What follows belongs to an exercise in optimizing a design on an open flow for small area, a short achievable clock period and few clock cycles per item; a production flow would make more cautious choices.
Only simulation tests tie the RTL to the original design; equivalence was not proved.

==> run a <==
Design cpre_hsv2rgb, start of the top module:
module cpre_hsv2rgb (
    input  wire        clk,
    input  wire        rst,
    input  wire        in_valid,
    output wire        in_ready,
    input  wire [31:0] in_h,
    input  wire [31:0] in_s,
    input  wire [31:0] in_v,
    output reg         out_valid,
    input  wire        out_ready,
    output reg  [15:0] out_r,
    output reg  [15:0] out_g,
    output reg  [15:0] out_b
);
    reg  skid_v;
    reg  rdy;                    
    wire adv = !skid_v;
    assign in_ready = rdy;
    reg vld0, vld1, vld2, vld3, vld4, vld5;
    wire [30:0] h_c, s_c, v_c;
    cpre_clamp01 u_ch (.a(in_h), .y(h_c));
    cpre_clamp01 u_cs (.a(in_s), .y(s_c));
    cpre_clamp01 u_cv (.a(in_v), .y(v_c));
    reg [30:0] h0, s0, v0;
    always @(posedge clk)
        if (adv) begin
            h0 <= h_c;
            s0 <= s_c;
            v0 <= v_c;
        end
    wire [24:0] hr_w;
    wire        hhi_w;
    wire [1:0]  hkl_w;
    wire [4:0]  hd_w;
    wire        htiny_w, hnear_w;
    cpre_hfront u_hf (.h(h0), .r(hr_w), .hi(hhi_w), .kl(hkl_w), .d(hd_w),
                      .tiny(htiny_w), .near(hnear_w));
    wire [23:0] asn_w;
    wire [4:0]  lzp_w;
    wire        asz_w;
    cpre_oms  u_oms (.s(s0), .an(asn_w), .lz(lzp_w), .zero(asz_w));
    wire [38:0] ve_w1;
  ...
export LEC_CHECK = 0
export ABC_AREA = 1
export CAP_MARGIN = 20
export CORE_MARGIN = 2
export CORE_UTILIZATION = 65
export SLEW_MARGIN = 20
create_clock -name core_clock -period 30.0 [get_ports {clk}]
run.sh (not shown) runs the stock make flow with config.mk's settings and CLKGATE_MAP_FILE= SYNTH_SCRIPT=/design/flow/synth_recipe.tcl, a recipe that flattens the netlist after the stock synthesis.
==> run b (differences from run a) <==
--- a/flow/design.v
+++ b/flow/design.v
@@ -22,33 +22,14 @@
     end
     wire [24:0] q  = v >> d;
     wire [25:0] vr = {v, 1'b0} >> d;             
     wire        rb = vr[0];
     wire        st = ({1'b0, tz} + 6'd2) <= {1'b0, d};    
     assign y = q + {24'd0, rb & (st | q[0])};
 endmodule
-module cpre_rne_shr25n (
-    input  wire [24:0] v,
-    input  wire [4:0]  d,        
-    output wire [24:0] y
-);
-    integer i;
-    reg [4:0] tz;
-    always @(*) begin
-        tz = 5'd25;
-        for (i = 24; i >= 0; i = i - 1)
-            if (v[i]) tz = i[4:0];
-    end
-    wire [24:0] q   = v >> d;
-    wire [25:0] vr  = {v, 1'b0} >> d;
-    wire        rb  = vr[0];
-    wire        st  = ({1'b0, tz} + 6'd2) <= {1'b0, d};
-    wire        inc = rb & (st | q[0]);
-    assign y = {1'b0, ~q[23:0]} + {24'd0, ~inc};
-endmodule
 module cpre_rne_shr25f (
     input  wire [24:0] v,
     input  wire [4:0]  d,
     output wire [24:0] y
 );
     wire [49:0] w  = {v, 25'd0} >> d;
     wire        rb = w[24];
@@ -69,84 +50,69 @@
     end
     wire [24:0] sh = a << lz;
     assign y = sh[24:1];
 endmodule
 module cpre_hfront (
     input  wire [30:0] h,
     output wire [24:0] r,
-    output wire        hi,
-    output wire [1:0]  kl,
-    output wire [4:0]  d,
-    output wire        tiny,
-    output wire        near
+    output wire        hi
 );
     wire [23:0] m  = {1'b1, h[22:0]};
     wire [25:0] p3 = {2'b00, m} + {1'b0, m, 1'b0};
     assign hi = p3[25];
     wire [23:0] kept = hi ? p3[25:2] : p3[24:1];
     wire        rb   = hi ? p3[1] : p3[0];
     wire        st   = hi ? p3[0] : 1'b0;
     assign r = {1'b0, kept} + {24'd0, rb & (st | kept[0])};
-    wire [8:0]  k  = {1'b0, h[30:23]} + {8'd0, hi};
-    wire [8:0]  dr = 9'd124 - k;
-    assign kl   = k[1:0];
-    assign d    = (dr > 9'd31) ? 5'd31 : dr[4:0];
-    assign tiny = (h[30:23] <= 8'd98);
-    assign near = (k >= 9'd124);
 endmodule
 module cpre_hback (
     input  wire [24:0] r,
-    input  wire [1:0]  kl,       
-    input  wire [4:0]  d,        
-    input  wire        tiny,     
-    input  wire        near,     
+    input  wire [7:0]  e,
+    input  wire        hi,
     output wire [2:0]  sector,
     output wire [23:0] gn,
     output wire [4:0]  lz,
     output wire        gz
 );
-    wire [26:0] x    = {2'b00, r} << kl;
+    wire [8:0]  k    = {1'b0, e} + {8'd0, hi};
+    wire        tiny = (e <= 8'd98);            
+    wire        near = (k >= 9'd124);           
+    wire [26:0] x    = {2'b00, r} << k[1:0];
     wire [2:0]  in   = x[26:24];
     wire [23:0] fr   = x[23:0];
-    wire        odd  = in[0];
-    wire [23:0] fc   = odd ? fr : ~fr;
-    integer i;
-    reg [4:0] nl;                               
-    always @(*) begin
-        nl = 5'd24;
-        for (i = 0; i < 24; i = i + 1)
-            if (fc[i]) nl = 5'd23 - i[4:0];
-    end
-    wire [24:0] gi   = {1'b0, fc} + {24'd0, ~odd};            
-    wire        cout = !odd && ((fc & (fc + 24'd1)) == 24'd0);
-    wire [23:0] ns   = gi[23:0] << nl;
-    wire [23:0] nn   = cout ? 24'h80_0000 : ns;
-    wire [4:0]  nlz  = cout ? (gi[24] ? 5'd0 : nl) : nl + 5'd1;
-    wire [24:0] gfar;
-    cpre_rne_shr25n u_sh (.v(r), .d(d), .y(gfar));
+    wire [24:0] gnear = in[0] ? {1'b0, fr} : (25'h100_0000 - {1'b0, fr});
+    wire [23:0] nn;
+    wire [4:0]  nlz;
+    cpre_norm25 u_n (.a(gnear), .y(nn), .lz(nlz));
+    wire [8:0]  dr   = 9'd124 - k;
+    wire [4:0]  d    = (dr > 9'd31) ? 5'd31 : dr[4:0];
+    wire [24:0] xs;
+    cpre_rne_shr25 u_sh (.v(r), .d(d), .y(xs));
+    wire [24:0] gfar = 25'h100_0000 - xs;
     wire        one  = tiny || (!near && gfar[24]);
     assign sector = (tiny || !near || in == 3'd6) ? 3'd0 : in;
     assign gn = one ? 24'h80_0000 : near ? nn  : gfar[23:0];
     assign lz = one ? 5'd0        : near ? nlz : 5'd1;
-    assign gz = !tiny && near && odd && (fr == 24'd0);
+    assign gz = !tiny && near && (gnear == 25'd0);
 endmodule
 module cpre_oms (
     input  wire [30:0] s,
     output wire [23:0] an,
     output wire [4:0]  lz,
     output wire        zero
 );
     wire [7:0]  e  = s[30:23];
     wire [23:0] nn;
     wire [4:0]  nlz;
     cpre_norm25 u_n (.a(25'h80_0000 - {2'b00, s[22:0]}), .y(nn), .lz(nlz));
     wire [8:0]  dr = 9'd126 - {1'b0, e};
     wire [4:0]  d  = (e == 8'd0 || dr > 9'd31) ? 5'd31 : dr[4:0];
-    wire [24:0] af;
-    cpre_rne_shr25n u_sh (.v({2'b01, s[22:0]}), .d(d), .y(af));
+    wire [24:0] xs;
+    cpre_rne_shr25 u_sh (.v({2'b01, s[22:0]}), .d(d), .y(xs));
+    wire [24:0] af = 25'h100_0000 - xs;
     wire        near = (e == 8'd126);
     assign zero = (e == 8'd127);
     assign an = near ? nn : (af[24] ? 24'h80_0000 : af[23:0]);
     assign lz = near ? nlz : (af[24] ? 5'd0 : 5'd1);
 endmodule
 module cpre_rnd48 (
     input  wire [47:22] p,
@@ -235,23 +201,23 @@
     input  wire              yz,
     output wire [15:0]       c
 );
     wire [7:0]  yh  = ym[23:16];
     wire [15:0] yl  = ym[15:0];
     wire        lnz = (yl != 16'd0);
     wire [23:0] ph  = ym - {16'd0, yh} - {23'd0, lnz};     
-    wire        l13 = (yl[13:0] != 14'd0);                 
+    wire        l13 = (yl[13:0] != 16'd0);                 
     wire [1:0]  n15 = ~yl[15:14] + {1'b0, ~l13};           
     wire        hi  = ph[23];
     wire [23:0] kept = hi ? ph : {ph[22:0], n15[1]};
     wire        rb   = hi ? n15[1] : n15[0];
     wire        st   = hi ? (n15[0] | l13) : l13;
     wire [24:0] z    = {1'b0, kept} + {24'd0, rb & (st | kept[0])};
-    wire [9:0]  t    = 10'd127 - ye[9:0] + {9'd0, ~hi};     
-    wire [17:0] zs   = z[24:7] >> t[4:0];
+    wire [9:0]  sh   = 10'd134 - ye[9:0] + {9'd0, ~hi};
+    wire [24:0] zs   = z >> sh[4:0];
     assign c = (yz || ye < 10'sd111) ? 16'd0 : zs[15:0];
 endmodule
 module cpre_perm (
     input  wire [2:0]  sector,
     input  wire [15:0] cv,
     input  wire [15:0] cp,
     input  wire [15:0] cx,       
@@ -330,66 +296,59 @@
     output reg  [15:0] out_b
 );
     reg  skid_v;
     reg  rdy;                    
     wire adv = !skid_v;
     assign in_ready = rdy;
     reg vld0, vld1, vld2, vld3, vld4, vld5;
-    wire [30:0] h_c, s_c, v_c;
-    cpre_clamp01 u_ch (.a(in_h), .y(h_c));
-    cpre_clamp01 u_cs (.a(in_s), .y(s_c));
-    cpre_clamp01 u_cv (.a(in_v), .y(v_c));
-    reg [30:0] h0, s0, v0;
+    reg [31:0] ih0, is0, iv0;
     always @(posedge clk)
         if (adv) begin
-            h0 <= h_c;
-            s0 <= s_c;
-            v0 <= v_c;
+            ih0 <= in_h;
+            is0 <= in_s;
+            iv0 <= in_v;
         end
+    wire [30:0] h0, s0, v0;
+    cpre_clamp01 u_ch (.a(ih0), .y(h0));
+    cpre_clamp01 u_cs (.a(is0), .y(s0));
+    cpre_clamp01 u_cv (.a(iv0), .y(v0));
     wire [24:0] hr_w;
     wire        hhi_w;
-    wire [1:0]  hkl_w;
-    wire [4:0]  hd_w;
-    wire        htiny_w, hnear_w;
-    cpre_hfront u_hf (.h(h0), .r(hr_w), .hi(hhi_w), .kl(hkl_w), .d(hd_w),
-                      .tiny(htiny_w), .near(hnear_w));
+    cpre_hfront u_hf (.h(h0), .r(hr_w), .hi(hhi_w));
     wire [23:0] asn_w;
     wire [4:0]  lzp_w;
     wire        asz_w;
     cpre_oms  u_oms (.s(s0), .an(asn_w), .lz(lzp_w), .zero(asz_w));
     wire [38:0] ve_w1;
     cpre_benc u_ev1 (.b({1'b1, v0[22:0]}), .e(ve_w1));
     reg [24:0] hr1;
-    reg [1:0]  hkl1;
-    reg [4:0]  hd1;
-    reg        htiny1, hnear1;
+    reg        hhi1;
+    reg [7:0]  he1;
     reg [23:0] asn1;
     reg [38:0] ve1;
     reg [4:0]  lzp1;
     reg        zp1;
     reg [30:0] s1, v1;
     always @(posedge clk)
         if (adv) begin
-            hr1    <= hr_w;
-            hkl1   <= hkl_w;
-            hd1    <= hd_w;
-            htiny1 <= htiny_w;
-            hnear1 <= hnear_w;
+            hr1  <= hr_w;
+            hhi1 <= hhi_w;
+            he1  <= h0[30:23];
             asn1 <= asn_w;
             ve1  <= ve_w1;
             lzp1 <= lzp_w;
             zp1  <= asz_w || (v0[30:23] == 8'd0);
             s1   <= s0;
             v1   <= v0;
         end
     wire [2:0]  sec_w;
     wire [23:0] gn_w;
     wire [4:0]  lzg_w;
     wire        gz_w;
-    cpre_hback u_hb (.r(hr1), .kl(hkl1), .d(hd1), .tiny(htiny1), .near(hnear1),
+    cpre_hback u_hb (.r(hr1), .e(he1), .hi(hhi1),
                      .sector(sec_w), .gn(gn_w), .lz(lzg_w), .gz(gz_w));
     wire [47:0] pmp;
     cpre_mul24e u_mp (.a(asn1), .e(ve1), .y(pmp));
     wire [38:0] se_w;
     cpre_benc u_es (.b({1'b1, s1[22:0]}), .e(se_w));
     reg [2:0]   sec2;
     reg [23:0]  gn2;
==> summary of the runs <==
Run b completed with no timing, DRC or antenna violations. Run a completed with no timing, DRC or antenna violations.
Of run b and run a, run b has the higher worst hold slack (gap 0.0034 ns).
Clock skew: run a is higher than run b (0.012 ns).
Between run b and run a, the lower synthesized cell count is in run a (gap 0.96%, measured against run a).
Testbench counts of run a, summed over its fixed seeds: cycles 16,056, items 16,000.
Testbench counts of run b, summed over its fixed seeds: cycles 16,056, items 16,000.

[re-timing with driven ports]
No port has a modelled driver above. Below, the same layouts with a new extraction and two added sets of constraints.
Step 1 sets driving cells, clkbuf_16 on the clock port and buf_2 on the other inputs (assumed; they add their load-dependent delay and slew).
Step 2 moves the port delays by t, midway between the first and last clock arrival at a register: inputs arrive t later, outputs are due t later. That takes back most of the time a late clock gives input paths.
Three values: no drivers, after step 1, after step 2; two values: the first two.
| run | shift t [ns] | setup WS [ns] | worst setup path after step 2 | latest minus earliest clock arrival (ns) | cell pins on the clock port's net |
|---|---|---|---|---|---|
| run a | 0.788 | 21.316 / 21.316 / 21.316 | register to register | 0.077 / 0.076 | 1 |
| run b | 0.785 | 20.981 / 20.981 / 20.981 | register to register | 0.066 / 0.066 | 1 |
After both steps every run listed still meets setup and hold.
